Context: an optimization exercise on an open-source flow, tuned for small area. The choices shown serve that exercise and are no tape-out recipe.
Only simulation tests tie the RTL to the original design; equivalence was not proved.
Power is estimated from default activity; no workload was simulated.

--- flow/design.v ---
module stepgen_axis (
    input             clk,
    input             rst_n,
    input             tick,        
    input             load,        
    input             nbind,        
    input      [31:0] sec,         
    input      [31:0] st,          
    input      [3:0]  amass,
    input             dir,
    input             move,        
    output            stp,
    output     [31:0] pos
);
    reg [31:0] counter, steps, pos_q;
    assign pos = pos_q;
    wire [31:0] steff = load ? (st >> amass) : steps;
    wire [31:0] cbase = nbind ? (sec >> 1) : counter;
    wire [31:0] sum   = cbase + steff;
    wire [32:0] dif   = {1'b0, sum} + {1'b0, ~sec} + 33'd1;
    assign stp = dif[32] && (dif[31:0] != 32'd0);
    wire [31:0] cnext = stp ? dif[31:0] : sum;
    wire [31:0] pc;
    assign pc[0] = 1'b1;
    genvar g;
    generate for (g = 1; g < 32; g = g + 1) begin : pcg
        assign pc[g] = pc[g-1] & (pos_q[g-1] ^ dir);
    end endgenerate
    always @(posedge clk) begin
        if (tick) begin
            counter <= cnext;
            if (load) steps <= steff;
        end
    end
    always @(posedge clk) begin
        if (!rst_n)
            pos_q <= 32'd0;
        else if (tick && stp && move)
            pos_q <= pos_q ^ pc;
    end
endmodule
module stepgen_ring (
    input             clk,
    input      [3:0]  widx,
    input             we0,
    input             we1,
    input      [31:0] wdata,
    input      [3:0]  ridx,
    output reg [31:0] r0,
    output reg [28:0] r1
);
    reg [31:0] ring0 [0:9];
    reg [28:0] ring1 [0:9];
    integer i;
    always @(*) begin
        r0 = 32'd0; r1 = 29'd0;
        for (i = 0; i < 10; i = i + 1)
            if (ridx == i) begin
                r0 = r0 | ring0[i];
                r1 = r1 | ring1[i];
            end
    end
    always @(posedge clk)
        for (i = 0; i < 10; i = i + 1) begin
            if (we0 && widx == i) ring0[i] <= wdata;
            if (we1 && widx == i) ring1[i] <= {wdata[31:16], wdata[12:0]};
        end
endmodule
module stepgen_pool (
    input             clk,
    input             we,
    input      [3:0]  wb,
    input      [2:0]  ww,
    input      [31:0] wdata,
    input      [3:0]  ridx,
    output reg [31:0] psec,
    output reg [31:0] pst0,
    output reg [31:0] pst1,
    output reg [31:0] pst2,
    output reg [3:0]  pflg,
    input      [3:0]  aidx,
    output reg        adj
);
    reg [31:0] p_sec [0:8];
    reg [3:0]  p_flg [0:8];
    reg [31:0] p_st0 [0:8];
    reg [31:0] p_st1 [0:8];
    reg [31:0] p_st2 [0:8];
    integer i;
    always @(*) begin
        psec = 32'd0; pst0 = 32'd0; pst1 = 32'd0; pst2 = 32'd0; pflg = 4'd0; adj = 1'b0;
        for (i = 0; i < 9; i = i + 1) begin
            if (ridx == i) begin
                psec = psec | p_sec[i];
                pst0 = pst0 | p_st0[i];
                pst1 = pst1 | p_st1[i];
                pst2 = pst2 | p_st2[i];
                pflg = pflg | p_flg[i];
            end
            if (aidx == i) adj = p_flg[i][3];
        end
    end
    always @(posedge clk)
        for (i = 0; i < 9; i = i + 1)
            if (we && wb == i) begin
                if (ww == 3'd0) p_sec[i] <= wdata;
                if (ww == 3'd1) p_flg[i] <= {wdata[8], wdata[2:0]};
                if (ww == 3'd2) p_st0[i] <= wdata;
                if (ww == 3'd3) p_st1[i] <= wdata;
                if (ww == 3'd4) p_st2[i] <= wdata;
            end
endmodule
module stepgen (
    input             clk,
    input             rst_n,
    input             h_req,
    input             h_we,
    input      [11:0] h_addr,
    input      [31:0] h_wdata,
    output            h_ready,
    output reg        h_rvalid,
    output reg [31:0] h_rdata,
    output     [2:0]  step,
    output     [2:0]  dir,
    output            en,
    output            pins_oe,
    output     [15:0] spindle_pwm,
    output            spindle_we,
    output            probe_poll
);
    localparam N_SEG = 10;
    localparam N_BLK = 9;
    localparam [1:0] S_IDLE  = 2'd0;
    localparam [1:0] S_WAKE  = 2'd1;
    localparam [1:0] S_HOLD  = 2'd2;
    localparam [1:0] S_DWELL = 2'd3;
    reg [15:0] step_count;
    reg [3:0]  exec_blk;
    reg        blk_valid, seg_valid;
    reg [2:0]  outbits;
    reg [2:0]  dir_q;
    reg [3:0]  head, tail;
    reg        f_cycle_stop, f_err_full, f_err_cmd, f_err_bus, f_fault;
    reg [2:0]  set_step_inv, set_dir_inv;
    reg [1:0]  set_flags;
    reg [7:0]  set_idle_lock;
    reg        sys_homing, sys_probe;
    reg [2:0]  sys_hlock;
    reg [2:0]  step_inv, dir_inv;
    reg [15:0] tcnt, arr;
    reg        run;
    reg [2:0]  step_q;
    reg        en_q, drv_en, pins_driven;
    reg [15:0] spindle_q;
    reg        spindle_we_q, probe_q;
    reg [1:0]  state;
    reg        pend;       
    assign step        = step_q;
    assign dir         = dir_q;
    assign en          = en_q;
    assign pins_oe     = pins_driven;
    assign spindle_pwm = spindle_q;
    assign spindle_we  = spindle_we_q;
    assign probe_poll  = probe_q;
    wire [17:0] arr_x3 = {1'b0, arr, 1'b0} + {2'b0, arr};
    wire [15:0] ccr    = arr_x3[17:2];
    wire [15:0] tcnt_inc = tcnt + 16'd1;
    wire hit_arr = (tcnt_inc == arr) && (tcnt != 16'hFFFF);
    wire hit_ccr = (tcnt_inc == ccr) && (tcnt != 16'hFFFF);
    wire tick_ev   = run && hit_arr;
    wire preset_ev = run && hit_ccr;
    wire busy = (state != S_IDLE);
    assign h_ready = !busy && !tick_ev && !preset_ev;
    wire acc = h_req && h_ready;
    wire [15:0] wcnt = h_rdata[15:0];
    wire wdone = (wcnt == 16'h0100);
    wire hold_end = (state == S_HOLD) && hit_ccr;
    wire        aligned  = (h_addr[1:0] == 2'b00);
    wire [6:0]  pool_b   = h_addr[11:5] - 7'd8;
    wire [2:0]  pool_w   = h_addr[4:2];
    wire        pool_hit = (h_addr[11:8] != 4'd0) && (pool_b < N_BLK) && (pool_w < 3'd5) && aligned;
    wire [3:0]  pb       = pool_b[3:0];
    wire        lowpage  = (h_addr[11:7] == 5'd0) && aligned;
    wire [4:0]  ra       = h_addr[6:2];
    wire        r_cmd    = lowpage && (ra == 5'd0);
    wire        r_status = lowpage && (ra == 5'd1);
    wire        r_flags  = lowpage && (ra == 5'd2);
    wire        r_head   = lowpage && (ra == 5'd3);
    wire        r_tail   = lowpage && (ra == 5'd4);
    wire        r_sstep  = lowpage && (ra == 5'd5);
    wire        r_sdir   = lowpage && (ra == 5'd6);
    wire        r_sflags = lowpage && (ra == 5'd7);
    wire        r_sidle  = lowpage && (ra == 5'd8);
    wire        r_sysctl = lowpage && (ra == 5'd9);
    wire        r_segw0  = lowpage && (ra == 5'd10);
    wire        r_segw1  = lowpage && (ra == 5'd11);
    wire        r_stepinv= lowpage && (ra == 5'd12);
    wire        r_dirinv = lowpage && (ra == 5'd13);
    wire        r_pins   = lowpage && (ra == 5'd14);
    wire        r_spindle= lowpage && (ra == 5'd15);
    wire        r_pos0   = lowpage && (ra == 5'd16);
    wire        r_pos1   = lowpage && (ra == 5'd17);
    wire        r_pos2   = lowpage && (ra == 5'd18);
    wire        r_arr    = lowpage && (ra == 5'd24);
    wire        r_ccr    = lowpage && (ra == 5'd25);
    wire        r_cnt    = lowpage && (ra == 5'd26);
    wire wr  = acc && h_we;
    wire [3:0] head_inc = (head == N_SEG - 1) ? 4'd0 : head + 4'd1;
    wire [3:0] tail_inc = (tail == N_SEG - 1) ? 4'd0 : tail + 4'd1;
    wire empty = (head == tail);
    wire full  = (tail == head_inc);
    wire [31:0] r0;
    wire [28:0] r1;
    stepgen_ring u_ring (
        .clk(clk), .widx(head), .we0(wr && r_segw0), .we1(wr && r_segw1), .wdata(h_wdata),
        .ridx(tick_ev ? tail : head), .r0(r0), .r1(r1));
    wire [15:0] t_nstep = r0[15:0];
    wire [15:0] t_cpt   = r0[31:16];
    wire [7:0]  t_blk   = r1[7:0];
    wire [3:0]  t_amass = r1[11:8];
    wire        t_bl    = r1[12];
    wire [15:0] t_pwm   = r1[28:13];
    wire load   = !seg_valid;
    wire badidx = (t_blk >= N_BLK);
    wire newblk = !blk_valid || (t_blk != {4'd0, exec_blk});
    wire [3:0] bidx = load ? t_blk[3:0] : exec_blk;
    wire [31:0] psec, pst0, pst1, pst2;
    wire [3:0]  pflg;
    wire        cur_adj;
    stepgen_pool u_pool (
        .clk(clk), .we(wr && pool_hit), .wb(pb), .ww(pool_w), .wdata(h_wdata),
        .ridx(tick_ev ? bidx : pb), .psec(psec), .pst0(pst0), .pst1(pst1), .pst2(pst2),
        .pflg(pflg), .aidx(exec_blk), .adj(cur_adj));
    wire [2:0] bdir = pflg[2:0];
    wire [15:0] arr_new = (t_cpt < 16'd4) ? 16'd4 : t_cpt;
    wire normal = tick_ev && !(load && (empty || badidx));
    wire do_bind = load && newblk;
    wire stp0, stp1, stp2;
    wire [31:0] pos0, pos1, pos2;
    stepgen_axis u_ax0 (.clk(clk), .rst_n(rst_n), .tick(normal), .load(load), .nbind(do_bind),
        .sec(psec), .st(pst0), .amass(t_amass), .dir(bdir[0]), .move(!t_bl), .stp(stp0), .pos(pos0));
    stepgen_axis u_ax1 (.clk(clk), .rst_n(rst_n), .tick(normal), .load(load), .nbind(do_bind),
        .sec(psec), .st(pst1), .amass(t_amass), .dir(bdir[1]), .move(!t_bl), .stp(stp1), .pos(pos1));
    stepgen_axis u_ax2 (.clk(clk), .rst_n(rst_n), .tick(normal), .load(load), .nbind(do_bind),
        .sec(psec), .st(pst2), .amass(t_amass), .dir(bdir[2]), .move(!t_bl), .stp(stp2), .pos(pos2));
    wire [2:0] stp_bits = {stp2, stp1, stp0};
    wire [2:0] out_next = sys_homing ? (stp_bits & sys_hlock) : stp_bits;
    wire [15:0] sc      = load ? t_nstep : step_count;
    wire [15:0] sc_next = sc - 16'd1;
    wire        retire  = (sc_next == 16'd0);
    reg [31:0] pword;
    always @(*) begin
        case (pool_w)
            3'd0: pword = psec;
            3'd1: pword = {23'd0, pflg[3], 5'd0, pflg[2:0]};
            3'd2: pword = pst0;
            3'd3: pword = pst1;
            default: pword = pst2;
        endcase
    end
    wire [31:0] rd_val =
          ({32{pool_hit}}  & pword)
        | ({32{r_pos0}}    & pos0)
        | ({32{r_pos1}}    & pos1)
        | ({32{r_pos2}}    & pos2)
        | ({32{r_status}}  & {26'd0, f_fault, pins_driven, drv_en, run, full, empty})
        | ({32{r_flags}}   & {23'd0, f_fault, 4'd0, f_err_bus, f_err_cmd, f_err_full, f_cycle_stop})
        | ({32{r_head}}    & {28'd0, head})
        | ({32{r_tail}}    & {28'd0, tail})
        | ({32{r_sstep}}   & {29'd0, set_step_inv})
        | ({32{r_sdir}}    & {29'd0, set_dir_inv})
        | ({32{r_sflags}}  & {30'd0, set_flags})
        | ({32{r_sidle}}   & {24'd0, set_idle_lock})
        | ({32{r_sysctl}}  & {21'd0, sys_hlock, 6'd0, sys_probe, sys_homing})
        | ({32{r_segw0}}   & r0)
        | ({32{r_segw1}}   & {r1[28:13], 3'd0, r1[12:0]})
        | ({32{r_stepinv}} & {29'd0, step_inv})
        | ({32{r_dirinv}}  & {29'd0, dir_inv})
        | ({32{r_pins}}    & {14'd0, pins_driven, en_q, 5'd0, dir_q, 5'd0, step_q})
        | ({32{r_spindle}} & {16'd0, spindle_q})
        | ({32{r_arr}}     & {16'd0, arr})
        | ({32{r_ccr}}     & {16'd0, ccr})
        | ({32{r_cnt}}     & {16'd0, tcnt});
    wire rd_ok = pool_hit | r_pos0 | r_pos1 | r_pos2 | r_status | r_flags | r_head | r_tail |
                 r_sstep | r_sdir | r_sflags | r_sidle | r_sysctl | r_segw0 | r_segw1 |
                 r_stepinv | r_dirinv | r_pins | r_spindle | r_arr | r_ccr | r_cnt;
    wire wr_ok = pool_hit | r_cmd | r_flags | r_sstep | r_sdir | r_sflags | r_sidle |
                 r_sysctl | r_segw0 | r_segw1;
    wire c_init    = (h_wdata == 32'h00000001);
    wire c_wake    = (h_wdata == 32'h00000002);
    wire c_disable = ((h_wdata & 32'hFFFFFEFF) == 32'h00000003);
    wire c_reset   = (h_wdata == 32'h00000004);
    wire c_genmask = (h_wdata == 32'h00000005);
    wire c_publish = (h_wdata == 32'h00000006);
    wire c_ovr     = h_wdata[8];
    wire w_cmd = wr && r_cmd;
    wire        idle_keep = (set_idle_lock == 8'hFF);
    wire        dwell_req = !idle_keep && !sys_homing;
    wire        dwell_go  = dwell_req && (set_idle_lock != 8'd0);
    wire [7:0] w_hi = wcnt[15:8];
    wire [7:0] w_lo = wcnt[7:0];
    wire [15:0] wdec = (w_lo == 8'd0) ? {w_hi - 8'd1, 8'd239} : {w_hi, w_lo - 8'd1};
    wire ld_wake  = w_cmd && c_wake && !f_fault && !run;
    wire ld_dwell = (w_cmd && c_disable && dwell_go) || (hold_end && !pend && dwell_go);
    always @(posedge clk) begin
        if (ld_wake)
            h_rdata[15:0] <= {8'd10, 8'd239};
        else if (ld_dwell)
            h_rdata[15:0] <= {set_idle_lock, 8'd239};
        else if (busy)
            h_rdata[15:0] <= wdec;
        else
            h_rdata[15:0] <= rd_val[15:0];
        h_rdata[31:16] <= rd_val[31:16];
    end
    always @(posedge clk) begin
        if (normal) begin
            step_count <= sc_next;
            if (do_bind) exec_blk <= t_blk[3:0];
        end
    end
    integer k;
    always @(posedge clk) begin
        if (!rst_n) begin
            blk_valid <= 1'b0; seg_valid <= 1'b0;
            outbits <= 3'd0; dir_q <= 3'd0;
            head <= 4'd0; tail <= 4'd0;
            f_cycle_stop <= 1'b0; f_err_full <= 1'b0; f_err_cmd <= 1'b0;
            f_err_bus <= 1'b0; f_fault <= 1'b0;
            set_step_inv <= 3'd0; set_dir_inv <= 3'd0; set_flags <= 2'd0;
            set_idle_lock <= 8'd0;
            sys_homing <= 1'b0; sys_probe <= 1'b0; sys_hlock <= 3'd0;
            step_inv <= 3'd0; dir_inv <= 3'd0;
            tcnt <= 16'd0; arr <= 16'd4; run <= 1'b0;
            step_q <= 3'd0; en_q <= 1'b1; drv_en <= 1'b0; pins_driven <= 1'b0;
            spindle_q <= 16'd0; spindle_we_q <= 1'b0; probe_q <= 1'b0;
            state <= S_IDLE; pend <= 1'b0;
            h_rvalid <= 1'b0;
        end else begin
            spindle_we_q <= 1'b0;
            probe_q      <= 1'b0;
            h_rvalid     <= 1'b0;
            if (run || state == S_HOLD) begin
                if (tick_ev || hold_end)
                    tcnt <= 16'd0;
                else
                    tcnt <= tcnt_inc;
            end
            if (preset_ev)
                step_q <= step_inv;
            if (tick_ev) begin
                for (k = 0; k < 3; k = k + 1)
                    if (outbits[k])
                        step_q[k] <= ~step_inv[k];
                outbits <= 3'd0;
                if (load && empty) begin
                    run   <= 1'b0;
                    state <= S_HOLD;
                    pend  <= 1'b0;
                end else if (load && badidx) begin
                    run   <= 1'b0;
                    state <= S_HOLD;
                    pend  <= 1'b1;
                end else begin
                    if (load) begin
                        seg_valid <= 1'b1;
                        arr <= arr_new;
                        if (newblk) begin
                            blk_valid <= 1'b1;
                            dir_q     <= bdir ^ dir_inv;
                        end
                        spindle_q    <= t_pwm;
                        spindle_we_q <= 1'b1;
                    end
                    outbits <= out_next;
                    probe_q <= sys_probe;
                    if (retire) begin
                        seg_valid <= 1'b0;
                        tail <= tail_inc;
                    end
                end
            end
            case (state)
                S_WAKE: begin
                    if (wdone) begin
                        tcnt  <= 16'd0;
                        run   <= 1'b1;
                        state <= S_IDLE;
                    end
                end
                S_HOLD: begin
                    if (hit_ccr) begin
                        step_q <= step_inv;
                        if (pend) begin
                            f_fault <= 1'b1;
                            state   <= S_IDLE;
                        end else if (dwell_go) begin
                            state <= S_DWELL;
                            pend  <= 1'b1;
                        end else begin
                            drv_en <= !dwell_req;
                            en_q   <= dwell_req ^ set_flags[0];
                            if (blk_valid && cur_adj) begin
                                spindle_q    <= 16'd0;
                                spindle_we_q <= 1'b1;
                            end
                            f_cycle_stop <= 1'b1;
                            state <= S_IDLE;
                        end
                    end
                end
                S_DWELL: begin
                    if (wdone) begin
                        drv_en <= 1'b0;
                        en_q   <= 1'b1 ^ set_flags[0];
                        if (pend) begin
                            if (blk_valid && cur_adj) begin
                                spindle_q    <= 16'd0;
                                spindle_we_q <= 1'b1;
                            end
                            f_cycle_stop <= 1'b1;
                        end
                        state <= S_IDLE;
                    end
                end
                default: ;
            endcase
            if (acc) begin
                if (!h_we) begin
                    h_rvalid <= 1'b1;
                    if (!rd_ok)
                        f_err_bus <= 1'b1;
                end else if (!wr_ok) begin
                    f_err_bus <= 1'b1;
                end else if (r_cmd) begin
                    if (c_init) begin
                        pins_driven <= 1'b1;
                        run  <= 1'b0;
                        tcnt <= 16'd0;
                        arr  <= 16'd4;
                    end else if (c_wake) begin
                        if (f_fault)
                            f_err_cmd <= 1'b1;
                        else begin
                            drv_en <= 1'b1;
                            en_q   <= set_flags[0];
                            if (!run)
                                state <= S_WAKE;
                        end
                    end else if (c_disable) begin
                        run    <= 1'b0;
                        step_q <= step_inv;
                        pend   <= 1'b0;
                        if (dwell_go)
                            state <= S_DWELL;
                        else begin
                            drv_en <= !(dwell_req | c_ovr);
                            en_q   <= (dwell_req | c_ovr) ^ set_flags[0];
                        end
                    end else if (c_reset) begin
                        run  <= 1'b0;
                        tcnt <= 16'd0;
                        arr  <= 16'd4;
                        blk_valid <= 1'b0; seg_valid <= 1'b0;
                        outbits <= 3'd0; dir_q <= 3'd0;
                        head <= 4'd0; tail <= 4'd0;
                        f_cycle_stop <= 1'b0; f_err_full <= 1'b0; f_err_cmd <= 1'b0;
                        f_err_bus <= 1'b0; f_fault <= 1'b0;
                        step_inv <= set_step_inv;
                        dir_inv  <= set_dir_inv;
                        step_q   <= 3'd0;
                    end else if (c_genmask) begin
                        step_inv <= set_step_inv;
                        dir_inv  <= set_dir_inv;
                    end else if (c_publish) begin
                        if (full)
                            f_err_full <= 1'b1;
                        else
                            head <= head_inc;
                    end else
                        f_err_cmd <= 1'b1;
                end else if (r_flags) begin
                    if (h_wdata[0]) f_cycle_stop <= 1'b0;
                    if (h_wdata[1]) f_err_full   <= 1'b0;
                    if (h_wdata[2]) f_err_cmd    <= 1'b0;
                    if (h_wdata[3]) f_err_bus    <= 1'b0;
                end else if (r_sstep)  set_step_inv  <= h_wdata[2:0];
                else if (r_sdir)   set_dir_inv   <= h_wdata[2:0];
                else if (r_sflags) set_flags     <= h_wdata[1:0];
                else if (r_sidle)  set_idle_lock <= h_wdata[7:0];
                else if (r_sysctl) begin
                    sys_homing <= h_wdata[0];
                    sys_probe  <= h_wdata[1];
                    sys_hlock  <= h_wdata[10:8];
                end
            end
        end
    end
endmodule
--- flow/run.sh ---
#!/bin/bash
# synth_recipe.tcl (not shown) runs the flow's synth.tcl, then flattens the netlist and writes it again
# the make line also repeats each setting of config.mk as NAME=value (left out here)
make -C /OpenROAD-flow-scripts/flow DESIGN_CONFIG=/design/flow/config.mk WORK_HOME=/design/flow/orfs CLKGATE_MAP_FILE= SYNTH_SCRIPT=/design/flow/synth_recipe.tcl finish
--- flow/config.mk ---
export PLATFORM = sky130hd
export DESIGN_NAME = stepgen
export DESIGN_NICKNAME = stepgen
export VERILOG_FILES = /design/flow/design.v
export SDC_FILE = /design/flow/constraint.sdc
export NUM_CORES = 4
export LEC_CHECK = 0
export CAP_MARGIN = 15
export CORE_MARGIN = 2
export CORE_UTILIZATION = 45
export CTS_BUF_LIST = sky130_fd_sc_hd__clkbuf_8
export PLACE_DENSITY = 0.55
export SLEW_MARGIN = 15
--- flow/constraint.sdc ---
create_clock -name core_clock -period 15.0 [get_ports {clk}]
set_input_delay 3.0000 -clock core_clock [delete_from_list [all_inputs] [get_ports {clk}]]
set_output_delay 3.0000 -clock core_clock [all_outputs]
set_load 0.01 [all_outputs]
==> metrics.md, run 1 <==
| Metric | Value |
|---|---|
| Root Buffer | `clkbuf_8` |
| Post-DRT Antenna Nets | `0` |
| CTS Sinks | `2,247` |
| Area delta synth->final | `15.13%` |
| All-Layer GR Usage | `34.49%` |
| Setup crit end kind | `register` |
| WP data required | `15.90 ns` |
| Global route overflow | `0` |
| Startpoint type of the worst setup path | `register` |
| Tightest Pin Transition | `1.270 ns` |
| Share of cells above drive strength 1 | `17.07%` |
| Total power | `15.02 mW` |
| TritonCTS Buffers | `389` |
| Count of max-cap constraint violations | `0` |
| Crit-path most repeated cell | `o21ai_0` |
| Synth warnings | `11` |
| Post-synth EDFFs | `2,010` |
| Avg WL per Cell | `33.32 µm` |
| Drt drc | `0` |
| Share of flip-flops with an asynchronous set or reset | `0%` |
| Slowest cell on crit path | `nor4b_2` |
| I/O pin cnt | `108` |
| Sequential area share after synthesis | `61.39%` |
| Final Max Slew Viols | `0` |
| Final Cycle Share | `96.91%` |
| CP Class | `register to register` |
| DR vias/cell | `6.369` |
| FF/Latch Area | `65,120 µm²` |
| Die area | `239,600 µm²` |
| Synth cell types | `110` |
| Die H | `489.4 µm` |
| DP HPWL | `289.3 mm` |
| Post-Synthesis Net Count | `8,850` |
| Worst path max stage delay | `0.65 ns` |
| Std cell rows | `178` |
| Most frequent cells in the layout | `edfxtp_1 (2,010), nand2_1 (749), nor2_1 (662)` |
| Worst skew pair latency | `1.11 ns` |
| Syn avg cell area | `12.36 µm²` |
| Peak Freq | `68.79 MHz` |
| Synth top area cells | `edfxtp_1 (57%), dfxtp_1 (4.5%), nand2_1 (2.7%)` |
| Final Non-Filler Cells | `12,671` |
| Cells after synthesis | `8,581` |
| Final nets | `9,502` |
| Reg-to-reg endpoint | `u_ax1.pos_q[18]` |
| WHS Endpoint | `outbits[0]` |
| Place WS | `-0.1047 ns` |
| DRT Wirelength | `422.1 mm` |
| Fin crit period | `14.54 ns` |
| Critical path peak fanout | `22` |
| Placed cell count | `11,984` |
| HP Start | `outbits[0]` |
| Clock transition at path regs | `0.06 ns` |
| Mapped Area | `106,000 µm²` |
| WP data arrival | `15.44 ns` |
| Post-synth top area share | `56.92%` |
| Worst Hold Class | `register to register` |
| PortBufs | `107` |
| Unrepaired setup endpoints after global routing | `yes` |
| Initial DRC Count | `11,222` |
| Most used DFF post-synth | `edfxtp_1` |
| Yosys top cell by area | `edfxtp_1` |
| Reg2Reg Depth | `58` |
| Die span in x | `489.4 µm` |
| Final setup vio count | `0` |
| # hold bufs at CTS | `0` |
| Area of the multi-input gates | `39,140 µm²` |
| TritonCTS clock tree | `built` |
| Antenna violations before repair | `34` |
| Core area | `234,700 µm²` |
| Fill cell count | `20,494` |
| Largest net degree at the start of global routing | `95` |
| Vias | `80,703` |
| First-pass GRT wire length | `585.2 mm` |
| Pwr Density | `123.1 nW/µm²` |
| Max VDD drop | `0.0001050 V` |
| Most common cell after layout, fill and taps aside | `edfxtp_1` |
| Final Skew | `0.09186 ns` |
| Leak Pwr | `42.41 nW` |
| Max clock buf depth | `4` |
| Max_slew headroom | `15.24%` |
| Starting Density | `45.18%` |
| Final Hold Vio Count | `0` |
| Yosys reg bits | `2,247` |
| H-tree depth | `5` |
| Worst hold stages | `2` |
| DR pass1 iterations | `9` |
| Gpl congestion | `1.039` |
| FF-to-FF setup slack | `0.46 ns` |
| R2R Path Start | `tcnt[8]` |
| Status | `no timing/DRC/antenna violations` |
| Fin worst setup slack | `0.4634 ns` |
| Vias in the first global route | `76,469` |
==> repair_timing <==
item / CTS / global route
endpoints found under the hold margin: 0 / 0
setup endpoints to repair: 0 / 194
resized for setup: 0 / 29
buffers inserted: 0 / 7
==> layout make-up <==
type | instances | share of cell area, %
flip-flops and latches | 2247 | 53.34
multi-input cells | 5670 | 32.06
repair buffers | 776 | 5.263
clock buffers | 401 | 4.520
well taps | 3150 | 3.228
clock inverters | 267 | 1.107
inverters | 149 | 0.4622
diodes | 11 | 0.02255
==> synthesized netlist by cell type (32+ instances only) <==
cell type and n:
xnor2_1 225, o21ai_0 320, and4_1 41, a211oi_1 55
buf_2 96, nand2b_1 50, nand2_1 752, xor2_1 125
o2111ai_1 42, o21a_1 59, buf_1 63, nor2_1 707
a221o_1 42, a21o_1 67, mux2_2 237, mux2i_1 261
o221ai_1 52, a22oi_1 330, or3_1 70, o211ai_1 46
nand3_1 233, edfxtp_1 2010, nor3_1 161, a22o_1 32
dfxtp_1 237, o22ai_1 110, a31oi_1 49, and3_1 68
inv_1 145, nand4_1 98, clkbuf_1 338, nor2b_1 39
a221oi_1 95, ha_1 214, nor4_1 52, a222oi_1 155
or4_1 39, a21oi_1 408
==> cell families (layout without fill, tap and decap cells) <==
kind of cell	count (synthesis)	in the layout	share of synthesized area (%)
XOR/XNOR	354	354	2.976
AO/OA/AOI/OAI	2128	2128	14.21
flip-flops	2247	2247	61.39
other	0	11	0
AND/OR/NAND/NOR	2456	2456	11.02
adder cells (fa/ha/maj)	221	221	2.657
multiplexers	511	511	5.199
buffers and inverters	664	1593	2.545
==> worst max-delay path, delay by kind of cell (launching register included) <==
kind                     cells  cell delay (ns)
AO/OA/AOI/OAI               23             4.65
AND/OR/NAND/NOR             17             4.59
multiplexers                 6             1.63
buffers and inverters        7             1.47
adder cells (fa/ha/maj)      2             0.82
XOR/XNOR                     3             0.62
flip-flops                   1             0.50
==> per-layer routing <==
layer | vias to the layer above | global-route usage, % | routed length [µm]
met4 | 20 | 22.04 | 31620
met3 | 953 | 6.858 | 38900
met5 | - | 0 | 135
met2 | 4463 | 52.02 | 185500
li1 | 34792 | - | -
met1 | 40475 | 45.58 | 166000
==> how the worst max path moves through the flow <==
| stage | startpoint | to | slack (ns) | cells past startpoint |
|---|---|---|---|---|
| floorplan | h_addr[5] | u_ax0.pos_q[31] | 2.50 | 47 |
| global placement | h_addr[6] | u_ax1.pos_q[27] | -0.1 | 52 |
| detailed placement | h_addr[6] | u_ax1.pos_q[27] | -0.10 | 52 |
| CTS | tcnt[0] | u_ax1.pos_q[27] | 0.13 | 60 |
| global route | tcnt[1] | u_ax2.pos_q[28] | -0.14 | 56 |
| finish | tcnt[8] | u_ax1.pos_q[18] | 0.46 | 58 |
==> power by group <==
| part | internal, mW | switching (mW) |
|---|---|---|
| Clock | 2.63 | 2.52 |
| Combinational | 1.17 | 1.83 |
| Sequential | 6.88 | 0.00251 |
| Total | 10.7 | 4.35 |
==> state kept, by name (all words and copies together), names as in the netlist, 36 cells and up <==
register      count
u_pool.p_flg     36
u_pool.p_sec    288
u_pool.p_st0    288
u_pool.p_st1    288
u_pool.p_st2    288
u_ring.ring0    320
u_ring.ring1    290
==> metrics by stage <==
step	hold WS, ns	TNS, ns	utilization (%)	cell area, µm²
4_1_cts	0.4735	0	51.92	121900
3_5_place_dp	0.4661	-0.1611	49.00	115000
6_report	0.4791	0	52.01	122100
5_1_grt	0.4954	-2.276	52.00	122100
2_1_floorplan	0.4323	0	-	106000
3_3_place_gp	0.4597	-0.09793	48.98	115000
==> run 2, diff against run 1 <==
==> flow/config.mk (replaced) <==
export PLATFORM = sky130hd
export DESIGN_NAME = stepgen
export DESIGN_NICKNAME = stepgen
export VERILOG_FILES = /design/flow/design.v
export SDC_FILE = /design/flow/constraint.sdc
export NUM_CORES = 4
export LEC_CHECK = 0
export CAP_MARGIN = 10
export CORE_MARGIN = 2
export CORE_UTILIZATION = 50
export CTS_BUF_LIST = sky130_fd_sc_hd__clkbuf_4
export PLACE_DENSITY = 0.6
export SLEW_MARGIN = 10
==> run 2 against run 1 <==
Still clean on timing, DRC and antenna. Sequential power is essentially flat. Global-route usage increased by 2.0 points. Clock skew is 0.096 ns higher. Power up 0.74%. Critical path type unchanged.
==> metrics.md, run 2 <==
| Metric | Value |
|---|---|
| Post-Synthesis Net Count | `8,850` |
| Synth top area cells | `edfxtp_1 (57%), dfxtp_1 (4.5%), nand2_1 (2.7%)` |
| Top-count cell post-synth | `edfxtp_1` |
| Most common cell after layout, fill and taps aside | `edfxtp_1` |
| Vias | `82,966` |
| Syn avg cell area | `12.36 µm²` |
| Top Registers | `u_ring.ring0: 320 flops, u_ring.ring1: 290 flops` |
| Std cell rows | `169` |
| Fin crit period | `14.43 ns` |
| TritonCTS clock tree | `built` |
| Most frequent cells in the layout | `edfxtp_1 (2,010), clkbuf_4 (833), nand2_1 (750)` |
| Gpl congestion | `1.058` |
| Sequential area share after synthesis | `61.39%` |
| Post-synth top area share | `56.92%` |
| Slowest cell on crit path | `o21ai_0` |
| TritonCTS Buffers | `601` |
| DRT Wirelength | `403.8 mm` |
| Placed cell count | `11,686` |
| Antenna violations before repair | `27` |
| CP Class | `register to register` |
| Share of flip-flops with an asynchronous set or reset | `0%` |
| Setup crit end kind | `register` |
| I/O pin cnt | `108` |
| Startpoint type of the worst setup path | `register` |
| Mapped Area | `106,000 µm²` |
| Final Non-Filler Cells | `12,694` |
| CTS Sinks | `2,247` |
| Die span in x | `464.5 µm` |
| Unrepaired setup endpoints after global routing | `no` |
| Crit-path most repeated cell | `buf_4` |
| Worst path max stage delay | `0.53 ns` |
| Final Max Slew Viols | `0` |
| Vias in the first global route | `78,196` |
| Die H | `464.5 µm` |
| Largest net degree at the start of global routing | `101` |
| Post-DRT Antenna Nets | `0` |
| Share of cells above drive strength 1 | `20.89%` |
| Worst Hold Class | `register to register` |
| Synth warnings | `11` |
| DR pass1 iterations | `9` |
| PortBufs | `107` |
| Final Skew | `0.1881 ns` |
| Area delta synth->final | `15.06%` |
| Root Buffer | `clkbuf_4` |
| Yosys top cell by area | `edfxtp_1` |
| First-pass GRT wire length | `568.2 mm` |
| Core area | `211,500 µm²` |
| Most frequent cells after synthesis | `edfxtp_1 (2,010), nand2_1 (752), nor2_1 (707)` |
| Worst skew pair latency | `1.49 ns` |
| Max_slew headroom | `7.991%` |
| Final nets | `9,749` |
| Synth cell types | `110` |
| Tightest Pin Transition | `1.366 ns` |
| Yosys reg bits | `2,247` |
| Global route overflow | `0` |
| Final setup vio count | `0` |
| Max reg flops | `320` |
| Clock transition at path regs | `0.07 ns` |
| Total power | `15.14 mW` |
| Count of max-cap constraint violations | `0` |
| WP data arrival | `15.68 ns` |
| Critical path peak fanout | `53` |
| Peak Freq | `69.28 MHz` |
| DR vias/cell | `6.536` |
| Final Hold Vio Count | `0` |
| Cells after synthesis | `8,581` |
| H-tree depth | `6` |
| Die area | `215,800 µm²` |
| Max clock buf depth | `4` |
| Top reg by flops | `u_ring.ring0` |
| WP data required | `16.24 ns` |
| Max VDD drop | `0.00009452 V` |
| Pwr Density | `124.0 nW/µm²` |
| Drt drc | `0` |
| Leak Pwr | `42.75 nW` |
| Final Cycle Share | `96.23%` |
| Status | `no timing/DRC/antenna violations` |
| Avg WL per Cell | `31.81 µm` |
| DP HPWL | `271.6 mm` |
| All-Layer GR Usage | `36.47%` |
| Most used DFF post-synth | `edfxtp_1` |
| Post-synth EDFFs | `2,010` |
| Initial DRC Count | `12,843` |
| Starting Density | `50.15%` |
## run 2: critical path, delay by kind of cell, from the launching register on
kind | cells | cell delay [ns]
muxes | 2 | 0.64
xor gates and xnor gates | 3 | 0.45
and+or+nand+nor | 15 | 2.96
DFF | 1 | 0.46
AOI/OAI and AO/OA | 24 | 6.04
buffers and inverters | 15 | 2.75
adders and majority gates | 3 | 0.85
## run 2: cell type report
class	instances	area, µm²
Tap cell	2821	3530
Multi-Input combinational cell	5671	39070
Antenna cell	22	55.05
Clock inverter	141	815.8
Fill cell	17704	89430
Inverter	149	564.3
Clock buffer	833	6254
Timing Repair Buffer	810	6623
Sequential cell	2247	65110
## run 2: what timing repair did
item	in CTS	in global routing
gates resized for setup	0	29
setup endpoints to repair	0	189
hold buffers	0	0
buffers inserted	0	9
hold endpoints to repair	0	0
## run 2: cell families (layout without fill, tap and decap cells)
group                      count (synthesis)  count (layout)  synth area share [%]
AOI/OAI and AO/OA                       2128            2128                 14.21
buffers and inverters                    664            1933                 2.545
adders and majority gates                221             221                 2.657
other                                      0              22                     0
xor gates and xnor gates                 354             354                 2.976
and+or+nand+nor                         2456            2457                 11.02
muxes                                    511             511                 5.199
DFF                                     2247            2247                 61.39
## run 2: worst paths after layout
path | startpoint | endpoint | slack [ns] | cells past startpoint
hold reg to reg | f_err_bus | f_err_bus | 0.46 | 2
setup / recovery | tcnt[1] | u_ax0.pos_q[17] | 0.57 | 62
setup reg to reg | tcnt[1] | u_ax0.pos_q[17] | 0.57 | 62
hold / removal | f_err_bus | f_err_bus | 0.46 | 2
## run 2: per-layer routing
layer	wire length, µm	track usage [%]	vias up	part of all wire, %
li1	-	-	35669	-
met1	163900	51.72	41098	41
met2	171400	52.30	5356	42
met3	50560	10.54	825	13
met4	17770	15.37	18	4.4
met5	134	0	-	0.033
## run 2: power breakdown
part | switching, mW | internal [mW]
Combinational | 1.83 | 1.18
Sequential | 0.00254 | 6.87
Clock | 2.57 | 2.68
## run 2: through the flow
step | util (%) | instance area, µm² | setup TNS (ns) | hold WS, ns | setup slack [ns]
floorplan | - | 106000 | 0 | 0.4323 | 2.496
global placement | 54.22 | 114600 | -0.1238 | 0.4431 | -0.07139
detailed placement | 54.22 | 114700 | 0 | 0.4499 | 0.03277
CTS | 57.57 | 121700 | 0 | 0.4588 | 0.3105
global route | 57.69 | 122000 | 0 | 0.4983 | 0.003647
finish | 57.71 | 122000 | 0 | 0.4576 | 0.5660
==> run 3, diff against run 2 <==
--- a/flow/design.v
+++ b/flow/design.v
@@ -165,9 +165,9 @@
     wire [17:0] arr_x3 = {1'b0, arr, 1'b0} + {2'b0, arr};
     wire [15:0] ccr    = arr_x3[17:2];
     wire [15:0] tcnt_inc = tcnt + 16'd1;
-    wire hit_arr = (tcnt_inc == arr) && (tcnt != 16'hFFFF);
-    wire hit_ccr = (tcnt_inc == ccr) && (tcnt != 16'hFFFF);
-    wire tick_ev   = run && hit_arr;
+    wire hit_ccr = (tcnt_inc == ccr);
+    reg  tick_q;
+    wire tick_ev   = tick_q;
     wire preset_ev = run && hit_ccr;
     wire busy = (state != S_IDLE);
     assign h_ready = !busy && !tick_ev && !preset_ev;
@@ -294,6 +294,14 @@
     wire c_publish = (h_wdata == 32'h00000006);
     wire c_ovr     = h_wdata[8];
     wire w_cmd = wr && r_cmd;
+    wire [15:0] tcnt_inc2 = {tcnt[15:1] + 15'd1, tcnt[0]};
+    wire stop_cmd = w_cmd && (c_init || c_reset || c_disable);
+    always @(posedge clk) begin
+        if (!rst_n)
+            tick_q <= 1'b0;
+        else
+            tick_q <= run && !tick_ev && (tcnt_inc2 == arr) && !stop_cmd;
+    end
     wire        idle_keep = (set_idle_lock == 8'hFF);
     wire        dwell_req = !idle_keep && !sys_homing;
     wire        dwell_go  = dwell_req && (set_idle_lock != 8'd0);
==> flow/flow/run.sh (new file) <==
#!/bin/bash
# Own flow: the standard layout, except that the synthesis maps the logic with an
# area-oriented ABC script (flow/abc_area.script) instead of ORFS's speed script.
# Registers, names, and every other synthesis step are the standard ones.
set -euo pipefail
W=$(pwd)
cat > "$W/my_synth.tcl" <<EOT
proc abc {args} {
  set i [lsearch -exact \$args -script]
  if {\$i >= 0} { set args [lreplace \$args [expr {\$i+1}] [expr {\$i+1}] $W/flow/abc_area.script] }
  puts "own flow abc: \$args"
  yosys abc {*}\$args
}
source $W/synth_recipe.tcl
EOT
sed "s#SYNTH_SCRIPT=[^ ]*#SYNTH_SCRIPT=$W/my_synth.tcl#" standard.sh > "$W/my_standard.sh"
grep -q "SYNTH_SCRIPT=$W/my_synth.tcl" "$W/my_standard.sh"
bash "$W/my_standard.sh" > "$W/flow_make.log" 2>&1
==> flow/flow/abc_area.script (new file) <==
&get -n
&st
&dch -f
&nf -p -R 1000
&put
topo
stime -c
buffer -c
upsize -c
dnsize -c
==> flow/standard.sh (new file) <==
#!/bin/bash
# synth_recipe.tcl (not shown) runs the flow's synth.tcl, then flattens the netlist and writes it again
# the make line also repeats each setting of config.mk as NAME=value (left out here)
make -C /OpenROAD-flow-scripts/flow DESIGN_CONFIG=/design/flow/config.mk WORK_HOME=/design/flow/orfs CLKGATE_MAP_FILE= SYNTH_SCRIPT=/design/flow/synth_recipe.tcl "${@:-finish}"
--- a/flow/config.mk
+++ b/flow/config.mk
@@ -8,6 +8,8 @@
 export CAP_MARGIN = 10
 export CORE_MARGIN = 2
 export CORE_UTILIZATION = 50
-export CTS_BUF_LIST = sky130_fd_sc_hd__clkbuf_4
+export CTS_BUF_LIST = sky130_fd_sc_hd__clkbuf_16
+export CTS_CLUSTER_DIAMETER = 100
+export CTS_CLUSTER_SIZE = 20
 export PLACE_DENSITY = 0.6
 export SLEW_MARGIN = 10
removed: flow/run.sh
==> run 3 against run 2 <==
Fmax grew 1.1%. Clock power shrank 27%. Sequential power is essentially flat. Critical path type is now input pin to register. Cell count shrank 11%. Largest power group unchanged. Worst hold slack gained 0.051 ns. Synthesized cell count shrank 9.2%. Sequential cell count grew 1. Setup slack gained 0.16 ns. Combinational power shrank 32%.
==> metrics.md, run 3 <==
| Metric | Value |
|---|---|
| Critical path buffers and inverters | `5` |
| PortBufs | `107` |
| Finished layout cell area | `114,800 µm²` |
| Share of cells above drive strength 1 | `16.85%` |
| Syn avg cell area | `12.83 µm²` |
| Largest net degree at the start of global routing | `120` |
| # hold bufs at CTS | `0` |
| DP HPWL | `242.7 mm` |
| TritonCTS Buffers | `135` |
| Die span in x | `451.1 µm` |
| Max clock buf depth | `3` |
| Share of flip-flops with an asynchronous set or reset | `0%` |
| Fin worst setup slack | `0.7280 ns` |
| WP data arrival | `15.00 ns` |
| Mapped Area | `99,940 µm²` |
| Startpoint type of the worst setup path | `input pin` |
| TritonCTS clock tree | `built` |
| Top-count cell post-synth | `edfxtp_1` |
| WP data required | `15.73 ns` |
| Yosys top cell by area | `edfxtp_1` |
| Final setup vio count | `0` |
| Global route overflow | `0` |
| DR pass1 iterations | `12` |
| Die area | `203,500 µm²` |
| Vias in the first global route | `68,115` |
| Most used DFF post-synth | `edfxtp_1` |
| I/O pin cnt | `108` |
| Unrepaired setup endpoints after global routing | `no` |
| Starting Density | `50.16%` |
| Most common cell after layout, fill and taps aside | `edfxtp_1` |
| Top Registers | `u_ring.ring0: 320 flops, u_ring.ring1: 290 flops` |
| Max VDD drop | `0.0001229 V` |
| Final nets | `8,840` |
| Synth top area cells | `edfxtp_1 (60%), dfxtp_1 (4.8%), nand2_1 (3.6%)` |
| DRT Wirelength | `358.4 mm` |
| Most frequent cells in the layout | `edfxtp_1 (2,010), nand2_1 (947), buf_4 (926)` |
| Root Buffer | `clkbuf_16` |
| H-tree depth | `4` |
| Count of max-cap constraint violations | `0` |
| Leak Pwr | `39.92 nW` |
| Post-DRT Antenna Nets | `0` |
| Vias | `73,475` |
| CP Class | `input pin to register` |
| Worst skew pair latency | `0.85 ns` |
| Pwr Density | `110.8 nW/µm²` |
| Final Max Slew Viols | `0` |
| Antenna violations before repair | `21` |
| Yosys reg bits | `2,248` |
| Status | `no timing/DRC/antenna violations` |
| Sequential area share after synthesis | `65.16%` |
| Cells after synthesis | `7,792` |
| DR vias/cell | `6.508` |
| Synth warnings | `11` |
| Initial DRC Count | `12,545` |
| Area delta synth->final | `14.89%` |
| First-pass GRT wire length | `502.4 mm` |
| Slowest cell on crit path | `clkdlybuf4s50_1` |
| Core area | `199,200 µm²` |
| Post-synth EDFFs | `2,010` |
| Setup crit end kind | `register` |
| Final Hold Vio Count | `0` |
| Post-Synthesis Net Count | `8,062` |
| Critical path peak fanout | `7` |
| Worst path max stage delay | `0.55 ns` |
| Max_slew headroom | `4.556%` |
| Final Cycle Share | `95.15%` |
| Max reg flops | `320` |
| Top reg by flops | `u_ring.ring0` |
| Tightest Pin Transition | `1.423 ns` |
| Clock transition at path regs | `0.10 ns` |
| Fin crit period | `14.27 ns` |
| Most frequent cells after synthesis | `edfxtp_1 (2,010), nand2_1 (948), nor2_1 (617)` |
| CTS Sinks | `2,248` |
| Gpl congestion | `0.9987` |
| Synth cell types | `96` |
| Placed Area | `110,500 µm²` |
| Crit-path most repeated cell | `nand2_1` |
| All-Layer GR Usage | `34.32%` |
| Final Skew | `0.04424 ns` |
| Drt drc | `0` |
| Place WS | `-0.5331 ns` |
| Worst Hold Class | `register to register` |
| Post-synth top area share | `60.39%` |
| Avg WL per Cell | `31.74 µm` |
| Std cell rows | `164` |
| Crit path max-delay family | `compound AO/OA/AOI/OAI gates` |
| Peak Freq | `70.07 MHz` |
| Die H | `451.1 µm` |
-- run 3: where the power goes --
group	internal, mW	switching, mW	total [mW]	leakage, nW
Combinational	0.908	1.15	2.05	17.9
Clock	1.69	2.14	3.83	2.02
Sequential	6.84	0.000599	6.84	20.0
-- run 3: area by class of cell --
class / instances / area [µm²]
clock inverter: 59 / 476.7
multi-input combinational: 5052 / 33810
fill: 16137 / 84420
sequential: 2248 / 65130
timing repair buffer: 1059 / 8368
clock buffer: 137 / 3428
antenna: 5 / 12.51
tap: 2656 / 3323
inverter: 74 / 282.8
-- run 3: cells by family (layout without fill, tap and decap cells) --
kind of cell,count (synthesis),count (layout),share of synthesized area (%)
other,0,5,0
AOI/OAI and AO/OA,1937,1937,14.33
xor gates and xnor gates,344,344,3.015
DFF,2248,2248,65.16
adders and majority gates,222,222,2.832
buffers and inverters,498,1329,1.917
and+or+nand+nor,2322,2328,10.40
muxes,221,221,2.347
-- run 3: worst register-to-register path: cells and delay by family, from the launching register on --
| kind | cells | cell delay [ns] |
|---|---|---|
| buf+inv | 4 | 0.68 |
| fa+ha+maj | 2 | 0.72 |
| compound gates | 38 | 7.21 |
| mux | 2 | 0.64 |
| simple gates | 30 | 3.97 |
| flops | 1 | 0.46 |
| xor+xnor | 2 | 0.27 |
-- run 3: timing repair --
item | CTS | global route
setup endpoints to repair | 0 | 38
setup buffers | 0 | 9
resized for setup | 0 | 56
-- run 3: routing by layer --
metal	vias up	part of all wire (%)	wire length [µm]	global-route usage, %
li1	32009	-	-	-
met1	36470	40	144900	49.73
met2	4435	44	156000	51.11
met3	555	12	42300	7.459
met4	6	4.2	15150	12.05
met5	-	0.0092	33	0
-- run 3: worst paths after layout --
check | to | slack [ns] | startpoint | cells after the start
max | u_ax0.pos_q[29] | 0.73 | h_addr[7] | 71
min | u_ax2.pos_q[11] | 0.51 | u_ax2.pos_q[11] | 1
max reg2reg | u_ax0.pos_q[29] | 0.93 | tick_q | 78
min reg2reg | u_ax2.pos_q[11] | 0.51 | u_ax2.pos_q[11] | 1
-- run 3: per-stage QoR --
stage / cells / setup TNS [ns] / hold slack [ns] / power (mW) / util [%]
floorplan: 7792 / 0 / 0.4422 / 8.022 / -
global placement: 11073 / -3.521 / 0.4759 / 8.971 / 55.47
detailed placement: 11073 / -6.368 / 0.4786 / 8.996 / 55.47
CTS: 11269 / 0 / 0.5005 / 12.72 / 57.43
global route: 11286 / 0 / 0.5264 / 13.12 / 57.62
finish: 11290 / 0 / 0.5082 / 12.72 / 57.63
==> run 4, diff against run 3 <==
--- a/flow/design.v
+++ b/flow/design.v
@@ -3,40 +3,43 @@
     input             rst_n,
     input             tick,        
     input             load,        
-    input             nbind,        
+    input             nbind,       
     input      [31:0] sec,         
     input      [31:0] st,          
     input      [3:0]  amass,
-    input             dir,
+    input             ph2,         
+    input      [31:0] sec_q,       
+    input             dir,         
     input             move,        
-    output            stp,
-    output     [31:0] pos
+    output            stp,         
+    output     [31:0] pos          
 );
     reg [31:0] counter, steps, pos_q;
-    assign pos = pos_q;
     wire [31:0] steff = load ? (st >> amass) : steps;
     wire [31:0] cbase = nbind ? (sec >> 1) : counter;
     wire [31:0] sum   = cbase + steff;
-    wire [32:0] dif   = {1'b0, sum} + {1'b0, ~sec} + 33'd1;
-    assign stp = dif[32] && (dif[31:0] != 32'd0);
-    wire [31:0] cnext = stp ? dif[31:0] : sum;
+    wire [32:0] dif   = {1'b0, counter} - {1'b0, sec_q};
+    assign stp = !dif[32] && (dif[31:0] != 32'd0);
     wire [31:0] pc;
     assign pc[0] = 1'b1;
     genvar g;
     generate for (g = 1; g < 32; g = g + 1) begin : pcg
         assign pc[g] = pc[g-1] & (pos_q[g-1] ^ dir);
     end endgenerate
+    wire pmove = ph2 && stp && move;
+    assign pos = pos_q ^ (pc & {32{pmove}});
     always @(posedge clk) begin
         if (tick) begin
-            counter <= cnext;
+            counter <= sum;
             if (load) steps <= steff;
-        end
+        end else if (ph2 && stp)
+            counter <= dif[31:0];
     end
     always @(posedge clk) begin
         if (!rst_n)
             pos_q <= 32'd0;
-        else if (tick && stp && move)
-            pos_q <= pos_q ^ pc;
+        else
+            pos_q <= pos;
     end
 endmodule
 module stepgen_ring (
@@ -235,14 +238,28 @@
     wire [15:0] arr_new = (t_cpt < 16'd4) ? 16'd4 : t_cpt;
     wire normal = tick_ev && !(load && (empty || badidx));
     wire do_bind = load && newblk;
+    reg        ph2;
+    reg [31:0] sec_q;
+    reg [2:0]  bdir_q;
+    reg        move_q;
+    always @(posedge clk) begin
+        if (normal) begin
+            sec_q  <= psec;
+            bdir_q <= bdir;
+            move_q <= !t_bl;
+        end
+    end
     wire stp0, stp1, stp2;
     wire [31:0] pos0, pos1, pos2;
     stepgen_axis u_ax0 (.clk(clk), .rst_n(rst_n), .tick(normal), .load(load), .nbind(do_bind),
-        .sec(psec), .st(pst0), .amass(t_amass), .dir(bdir[0]), .move(!t_bl), .stp(stp0), .pos(pos0));
+        .sec(psec), .st(pst0), .amass(t_amass), .ph2(ph2), .sec_q(sec_q), .dir(bdir_q[0]),
+        .move(move_q), .stp(stp0), .pos(pos0));
     stepgen_axis u_ax1 (.clk(clk), .rst_n(rst_n), .tick(normal), .load(load), .nbind(do_bind),
-        .sec(psec), .st(pst1), .amass(t_amass), .dir(bdir[1]), .move(!t_bl), .stp(stp1), .pos(pos1));
+        .sec(psec), .st(pst1), .amass(t_amass), .ph2(ph2), .sec_q(sec_q), .dir(bdir_q[1]),
+        .move(move_q), .stp(stp1), .pos(pos1));
     stepgen_axis u_ax2 (.clk(clk), .rst_n(rst_n), .tick(normal), .load(load), .nbind(do_bind),
-        .sec(psec), .st(pst2), .amass(t_amass), .dir(bdir[2]), .move(!t_bl), .stp(stp2), .pos(pos2));
+        .sec(psec), .st(pst2), .amass(t_amass), .ph2(ph2), .sec_q(sec_q), .dir(bdir_q[2]),
+        .move(move_q), .stp(stp2), .pos(pos2));
     wire [2:0] stp_bits = {stp2, stp1, stp0};
     wire [2:0] out_next = sys_homing ? (stp_bits & sys_hlock) : stp_bits;
     wire [15:0] sc      = load ? t_nstep : step_count;
@@ -343,11 +360,14 @@
             step_q <= 3'd0; en_q <= 1'b1; drv_en <= 1'b0; pins_driven <= 1'b0;
             spindle_q <= 16'd0; spindle_we_q <= 1'b0; probe_q <= 1'b0;
             state <= S_IDLE; pend <= 1'b0;
-            h_rvalid <= 1'b0;
+            h_rvalid <= 1'b0; ph2 <= 1'b0;
         end else begin
             spindle_we_q <= 1'b0;
             probe_q      <= 1'b0;
             h_rvalid     <= 1'b0;
+            ph2          <= normal;
+            if (ph2)
+                outbits <= out_next;
             if (run || state == S_HOLD) begin
                 if (tick_ev || hold_end)
                     tcnt <= 16'd0;
@@ -380,7 +400,6 @@
                         spindle_q    <= t_pwm;
                         spindle_we_q <= 1'b1;
                     end
-                    outbits <= out_next;
                     probe_q <= sys_probe;
                     if (retire) begin
                         seg_valid <= 1'b0;
==> flow/flow/abc_area.script (replaced) <==
strash
dch -f
amap -m
topo
--- a/flow/config.mk
+++ b/flow/config.mk
@@ -11,5 +11,6 @@
 export CTS_BUF_LIST = sky130_fd_sc_hd__clkbuf_16
 export CTS_CLUSTER_DIAMETER = 100
 export CTS_CLUSTER_SIZE = 20
+export GPL_TIMING_DRIVEN = 0
 export PLACE_DENSITY = 0.6
 export SLEW_MARGIN = 10
==> run 4 against run 3 <==
Sequential power grew 1%. Worst hold slack worse by 0.027 ns. Highest routed layer unchanged. Via count grew 1.3%. Area after synthesis is 1.1% lower. Clock power grew 1%. Count of clock-buffer cells in the layout is 3 higher. Still clean.
==> metrics.md, run 4 <==
| Metric | Value |
|---|---|
| Critical path buffers and inverters | `12` |
| Starting Density | `50.21%` |
| Antenna violations before repair | `21` |
| Yosys reg bits | `2,285` |
| Std cell rows | `163` |
| Total power | `11.48 mW` |
| First-pass GRT wire length | `493.5 mm` |
| I/O pin cnt | `108` |
| Post-Synthesis Net Count | `7,944` |
| Core area | `196,800 µm²` |
| Most frequent cells in the layout | `edfxtp_1 (2,046), nor2_1 (823), a222oi_1 (597)` |
| Top Registers | `u_ring.ring0: 320 flops, u_ring.ring1: 290 flops` |
| Most common cell after layout, fill and taps aside | `edfxtp_1` |
| Max clock buf depth | `3` |
| Final Cycle Share | `91.83%` |
| Leak Pwr | `34.91 nW` |
| Mapped Area | `98,810 µm²` |
| Most frequent cells after synthesis | `edfxtp_1 (2,046), nor2_1 (891), a222oi_1 (597)` |
| DP HPWL | `249.9 mm` |
| Largest net degree at the start of global routing | `100` |
| Final setup vio count | `0` |
| Avg WL per Cell | `31.93 µm` |
| Max reg flops | `320` |
| Yosys top cell by area | `edfxtp_1` |
| CTS Sinks | `2,285` |
| Final Skew | `0.04783 ns` |
| Tightest Pin Transition | `1.409 ns` |
| Cells after synthesis | `7,674` |
| Count of max-cap constraint violations | `0` |
| Area delta synth->final | `14.04%` |
| Clock transition at path regs | `0.09 ns` |
| Gpl congestion | `1.027` |
| Most used DFF post-synth | `edfxtp_1` |
| Post-DRT Antenna Nets | `0` |
| Unrepaired setup endpoints after global routing | `no` |
| Share of cells above drive strength 1 | `7.029%` |
| Final Hold Vio Count | `0` |
| Global route overflow | `0` |
| TritonCTS Buffers | `137` |
| CP Class | `register to register` |
| DR pass1 iterations | `8` |
| Sequential area share after synthesis | `67.02%` |
| Max VDD drop | `0.0001252 V` |
| Root Buffer | `clkbuf_16` |
| Syn avg cell area | `12.88 µm²` |
| Fin worst setup slack | `1.225 ns` |
| Top-count cell post-synth | `edfxtp_1` |
| Setup crit end kind | `register` |
| Status | `no timing/DRC/antenna violations` |
| Vias | `74,460` |
| Final nets | `8,450` |
| Finished layout cell area | `112,700 µm²` |
| Worst Hold Class | `register to register` |
| Crit path max-delay family | `compound AO/OA/AOI/OAI gates` |
| Share of flip-flops with an asynchronous set or reset | `0%` |
| Initial DRC Count | `13,104` |
| WP data arrival | `14.33 ns` |
| DR vias/cell | `6.848` |
| Top reg by flops | `u_ring.ring0` |
| Die H | `448.5 µm` |
| Synth top area cells | `edfxtp_1 (62%), a222oi_1 (6.0%), dfxtp_1 (4.8%)` |
| Die area | `201,200 µm²` |
| Placed Area | `108,600 µm²` |
| Peak Freq | `72.60 MHz` |
| Worst path max stage delay | `0.87 ns` |
| Core Util, Final | `57.26%` |
| Post-synth EDFFs | `2,046` |
| Final Max Slew Viols | `0` |
| Synth warnings | `11` |
| WP data required | `15.56 ns` |
| H-tree depth | `4` |
| Startpoint type of the worst setup path | `register` |
| TritonCTS clock tree | `built` |
| Slowest cell on crit path | `nor3_4` |
| DRT Wirelength | `347.2 mm` |
| Max_slew headroom | `6.063%` |
| Pwr Density | `101.9 nW/µm²` |
| PortBufs | `107` |
| Post-synth top area share | `62.18%` |
| Synth cell types | `61` |
| Crit-path most repeated cell | `a21oi_1` |
| All-Layer GR Usage | `33.66%` |
| Place WS | `0.03569 ns` |
| Fin crit period | `13.77 ns` |
| Vias in the first global route | `68,800` |
| Die span in x | `448.5 µm` |
| Critical path peak fanout | `18` |
| Worst skew pair latency | `0.86 ns` |
| Drt drc | `0` |
run 4: changes by cell type in the layout (fill, tap and decap cells not counted), sizes merged, moves of 198 or more:
| cell | delta |
|---|---|
| a222oi | +245 |
| nand2 | -533 |
| clkinv | +547 |
| nor2 | +257 |
| o22ai | +273 |
| xnor2 | -198 |
| buf | -693 |
run 4: timing repair:
action | CTS | global route
setup buffers | 0 | 0
endpoints found under the setup margin | 0 | 33
endpoints found under the hold margin | 0 | 0
hold buffers | 0 | 0
gates resized for setup | 0 | 9
run 4: report_power, final:
group / leakage, nW / internal [mW] / switching (mW)
Clock: 1.99 / 1.75 / 2.13
Sequential: 20.3 / 6.91 / 0.000785
Combinational: 12.6 / 0.182 / 0.510
Total: 34.9 / 8.84 / 2.65
run 4: metrics by stage:
step | TNS [ns] | hold WS [ns] | std cells
floorplan | 0 | 0.4147 | 7674
global placement | -8226.58 | 0.4573 | 10421
detailed placement | 0 | 0.4670 | 10681
CTS | 0 | 0.4817 | 10863
global route | 0 | 0.5029 | 10864
finish | 0 | 0.4813 | 10874
run 4: layout make-up:
type	instances	area, µm²
Antenna cell	11	27.53
Clock buffer	140	3503
Clock inverter	42	446.7
Fill cell	15984	84120
Inverter	553	2101
Multi-Input combinational cell	4836	31310
Sequential cell	2285	66230
Tap cell	2640	3303
Timing Repair Buffer	367	5768
run 4: kinds of logic after synthesis:
family	synth area share, %
AO/OA/AOI/OAI	19.09
XOR/XNOR	0.03546
buffers and inverters	2.101
adder cells (fa/ha/maj)	2.864
flip-flops	67.02
multiplexers	0.01013
AND/OR/NAND/NOR	8.882
run 4: tightest hold or removal path, stage by stage, from the launching register on:
cell	delay, ns
dfxtp_1	0.31
clkinv_1	0.07
a21oi_1	0.06
run 4: worst paths after layout:
kind,cells after the start,slack [ns],end,start
worst max-delay path,52,1.23,u_ax1.counter[30],tick_q
worst min-delay path,2,0.48,blk_valid,blk_valid
worst max register to register,52,1.23,u_ax1.counter[30],tick_q
worst min register to register,2,0.48,blk_valid,blk_valid
run 4: layer usage:
layer,global-route usage [%],routed length [µm],vias to the layer above
li1,-,-,32609
met5,0,63,-
met2,49.54,149200,4409
met4,12.66,14680,10
met1,48.52,141100,36795
met3,8.019,42180,637
==> run 5, diff against run 4 <==
--- a/flow/design.v
+++ b/flow/design.v
@@ -239,12 +239,11 @@
     wire normal = tick_ev && !(load && (empty || badidx));
     wire do_bind = load && newblk;
     reg        ph2;
-    reg [31:0] sec_q;
+    wire [31:0] sec_q = h_rdata;
     reg [2:0]  bdir_q;
     reg        move_q;
     always @(posedge clk) begin
         if (normal) begin
-            sec_q  <= psec;
             bdir_q <= bdir;
             move_q <= !t_bl;
         end
@@ -328,7 +327,9 @@
     wire ld_wake  = w_cmd && c_wake && !f_fault && !run;
     wire ld_dwell = (w_cmd && c_disable && dwell_go) || (hold_end && !pend && dwell_go);
     always @(posedge clk) begin
-        if (ld_wake)
+        if (normal)
+            h_rdata <= psec;
+        else if (ld_wake)
             h_rdata[15:0] <= {8'd10, 8'd239};
         else if (ld_dwell)
             h_rdata[15:0] <= {set_idle_lock, 8'd239};
@@ -336,7 +337,8 @@
             h_rdata[15:0] <= wdec;
         else
             h_rdata[15:0] <= rd_val[15:0];
-        h_rdata[31:16] <= rd_val[31:16];
+        if (!normal)
+            h_rdata[31:16] <= rd_val[31:16];
     end
     always @(posedge clk) begin
         if (normal) begin
--- a/flow/config.mk
+++ b/flow/config.mk
@@ -7,10 +7,10 @@
 export LEC_CHECK = 0
 export CAP_MARGIN = 10
 export CORE_MARGIN = 2
-export CORE_UTILIZATION = 50
+export CORE_UTILIZATION = 60
 export CTS_BUF_LIST = sky130_fd_sc_hd__clkbuf_16
 export CTS_CLUSTER_DIAMETER = 100
 export CTS_CLUSTER_SIZE = 20
 export GPL_TIMING_DRIVEN = 0
-export PLACE_DENSITY = 0.6
+export PLACE_DENSITY = 0.7
 export SLEW_MARGIN = 10
==> run 5 against run 4 <==
Still clean on timing, DRC and antenna. Synthesized cell count grew 1.4%. Utilization grew 11 points. Power shrank 1.8%. First-iteration DRC count shrank 4.0%. Routed wire length shrank 1.3%. Cell area shrank 0.97%. Critical path depth shrank 6. Sequential share of layout area shrank 0.21 points. Non-clock buffer count shrank 8. Critical endpoint is now u_ax0.counter[28].
==> metrics.md, run 5 <==
| Metric | Value |
|---|---|
| Cells after synthesis | `7,785` |
| Final Max Slew Viols | `0` |
| Max clock buf depth | `3` |
| Drt drc | `0` |
| Std cell rows | `148` |
| Startpoint type of the worst setup path | `input pin` |
| Critical path peak fanout | `25` |
| TritonCTS clock tree | `built` |
| Antenna violations before repair | `10` |
| Die span in x | `409.0 µm` |
| Core area | `162,800 µm²` |
| Synth top area cells | `edfxtp_1 (62%), dfxtp_1 (4.7%), a222oi_1 (4.3%)` |
| Die area | `167,300 µm²` |
| Final Non-Filler Cells | `10,523` |
| WP data arrival | `15.05 ns` |
| Crit-path most repeated cell | `a21oi_1` |
| Most common cell after layout, fill and taps aside | `edfxtp_1` |
| Final Cycle Share | `96.62%` |
| Flop pwr share | `60.4%` |
| DR pass1 iterations | `10` |
| Most frequent cells in the layout | `edfxtp_1 (2,022), nor2_1 (868), a21oi_1 (559)` |
| Starting Density | `60.47%` |
| I/O pin cnt | `108` |
| Synth cell types | `59` |
| Switching share of power | `22.94%` |
| Final setup vio count | `0` |
| Leak Pwr | `34.63 nW` |
| Most used DFF post-synth | `edfxtp_1` |
| Worst hold stages | `2` |
| Share of cells above drive strength 1 | `6.775%` |
| Sw Pwr | `2.586 mW` |
| Placed Area | `107,700 µm²` |
| CTS Sinks | `2,253` |
| TritonCTS Buffers | `132` |
| Max VDD drop | `0.0001498 V` |
| Pint | `8.685 mW` |
| Post-synth EDFFs | `2,022` |
| Area delta synth->final | `13.37%` |
| Share of flip-flops with an asynchronous set or reset | `0%` |
| Worst path max stage delay | `1.01 ns` |
| All-Layer GR Usage | `40.18%` |
| Synth warnings | `11` |
| Sequential area share after synthesis | `66.38%` |
| Avg WL per Cell | `32.56 µm` |
| Fill cell count | `11,450` |
| Comb pwr share | `6.3%` |
| Final Hold Vio Count | `0` |
| Post-DRT Antenna Nets | `0` |
| CP Class | `input pin to register` |
| Largest net degree at the start of global routing | `98` |
| PortBufs | `107` |
| Yosys top cell by area | `edfxtp_1` |
| Syn avg cell area | `12.64 µm²` |
| Vias | `75,329` |
| Max reg flops | `320` |
| Root Buffer | `clkbuf_16` |
| DR vias/cell | `7.159` |
| Unrepaired setup endpoints after global routing | `no` |
| Post-synth top area share | `61.68%` |
| Slowest cell on crit path | `a221oi_1` |
| Setup crit end kind | `register` |
| Die H | `409.0 µm` |
| Top Registers | `u_ring.ring0: 320 flops, u_ring.ring1: 290 flops` |
| Initial DRC Count | `12,578` |
| Final Skew | `0.04821 ns` |
| WP data required | `15.56 ns` |
| Status | `no timing/DRC/antenna violations` |
| DRT Wirelength | `342.7 mm` |
| Most frequent cells after synthesis | `edfxtp_1 (2,022), nor2_1 (943), a21oi_1 (559)` |
| Reg2Reg Depth | `53` |
| Peak Freq | `69.00 MHz` |
| Gpl congestion | `1.041` |
| Final nets | `8,548` |
| Max_slew headroom | `11.10%` |
| Pwr Density | `101.0 nW/µm²` |
| DP HPWL | `246.5 mm` |
| # hold bufs at CTS | `0` |
| Count of max-cap constraint violations | `0` |
| Finished layout cell area | `111,600 µm²` |
| Fin crit period | `14.49 ns` |
| Top-count cell post-synth | `edfxtp_1` |
| Global route overflow | `0` |
| First-pass GRT wire length | `485.4 mm` |
| Worst Hold Class | `register to register` |
| Tightest Pin Transition | `1.323 ns` |
| Mapped Area | `98,430 µm²` |
| Vias in the first global route | `70,093` |
| H-tree depth | `4` |
| Clock transition at path regs | `0.09 ns` |
| Top reg by flops | `u_ring.ring0` |
| Clk pwr share | `33.3%` |
| Yosys reg bits | `2,253` |
| Worst skew pair latency | `0.83 ns` |
| Placed cell count | `10,315` |
| Fin Hold WS | `0.5205 ns` |
| Post-Synthesis Net Count | `8,055` |
## run 5: cell types whose count changed after synthesis, sizes merged, moves of 41 or more
cell / previous run / this run
and4: 18 / 99
and3: 62 / 0
nand3: 102 / 44
a222oi: 597 / 427
a22oi: 43 / 159
nor2: 891 / 943
o21ai: 497 / 455
or3: 53 / 94
o22ai: 297 / 339
nand2: 416 / 529
## run 5: layout make-up
class                      instances  area (µm²)  share of cell area, %
clock inverter                    60       465.4                 0.4171
antenna                            8       20.02                0.01794
tap                             2175        2721                  2.439
clock buffer                     136        3403                  3.050
multi-input combinational       4988       31890                  28.58
sequential                      2253       65350                  58.56
inverter                         544        2079                  1.863
timing repair buffer             359        5665                  5.077
## run 5: worst max-delay path, delay by kind of cell
family	cells	cell delay [ns]
compound gates	23	6.67
fa+ha+maj	2	0.69
buf+inv	7	2.60
simple gates	14	2.04
## run 5: timing repair
item / CTS / global route
setup endpoints to repair: 0 / 5
gates resized for setup: 0 / 4
buffers inserted: 0 / 0
## run 5: power groups by stage
stage | Combinational, mW | Clock (mW) | Sequential, mW
floorplan | 0.308 | 0 | 6.96
global placement | 0.639 | 0 | 6.97
detailed placement | 0.682 | 0 | 6.96
CTS | 0.685 | 3.75 | 6.81
global route | 0.737 | 3.96 | 6.81
finish | 0.711 | 3.75 | 6.81
## run 5: kinds of logic (layout without fill, tap and decap cells)
logic type | after synthesis | after routing | share of synthesized area, %
AOI/OAI and AO/OA | 2601 | 2601 | 18.58
xor gates and xnor gates | 4 | 4 | 0.03560
adders and majority gates | 222 | 222 | 2.875
buffers and inverters | 544 | 1099 | 2.074
DFF | 2253 | 2253 | 66.38
other | 0 | 8 | 0
and+or+nand+nor | 2161 | 2161 | 10.05
## run 5: path summary, 6_finish.rpt
kind | endpoint | slack [ns] | start
max | u_ax0.counter[28] | 0.51 | h_addr[5]
min | blk_valid | 0.52 | blk_valid
min reg2reg | blk_valid | 0.52 | blk_valid
max reg2reg | u_ax0.counter[28] | 0.68 | tick_q
## run 5: stage by stage
step	setup slack [ns]	power (mW)	setup TNS [ns]	util, %
after global placement	-19.82	7.611	-5356.69	62.94
final	0.5071	11.27	0	68.56
after CTS	0.6043	11.25	0	68.51
after floorplan	-0.4926	7.266	-12.18	-
after global routing	0.005661	11.51	0	68.55
after detailed placement	-0.2117	7.638	-0.3609	66.14
## run 5: per-layer routing
metal / global-route usage, % / vias up / share of wire, %
li1: - / 32709 / -
met1: 52.65 / 36620 / 36
met2: 60.91 / 5048 / 45
met3: 9.845 / 946 / 12
met4: 24.28 / 6 / 7.2
met5: 0.02874 / - / 0.011

[what the ideal ports hide]
The results above use ideal ports. As a check the final layouts listed here were re-extracted and re-timed, cells and wires unchanged. Step 1 assumes that a clkbuf_16 drives the clock port and a buf_2 every other input. Step 2 also shifts input and output timing later by t, the mid clock arrival at the registers, as if the neighbouring blocks saw the same clock. Three values: ideal ports, drivers, drivers and shift; two values: the first two.
run | shift t [ns] | slack for setup (ns) | latest minus earliest clock arrival (ns)
run 1 | 1.165 | 0.463 / 0.463 / -0.461 | 0.120 / 0.120
run 2 | 1.476 | 0.566 / 0.566 / -0.159 | 0.190 / 0.190
run 3 | 0.927 | 0.728 / 0.797 / -0.130 | 0.045 / 0.045
run 4 | 0.920 | 1.225 / 1.225 / 0.839 | 0.048 / 0.048
run 5 | 0.899 | 0.507 / 0.506 / -0.394 | 0.052 / 0.053
Met with ideal ports but missed after step 2: setup timing in run 1, run 2, run 3 and run 5. For run 1, which loses most, drivers alone change the setup slack by 0.000 ns; drivers and shift together by -0.924 ns.
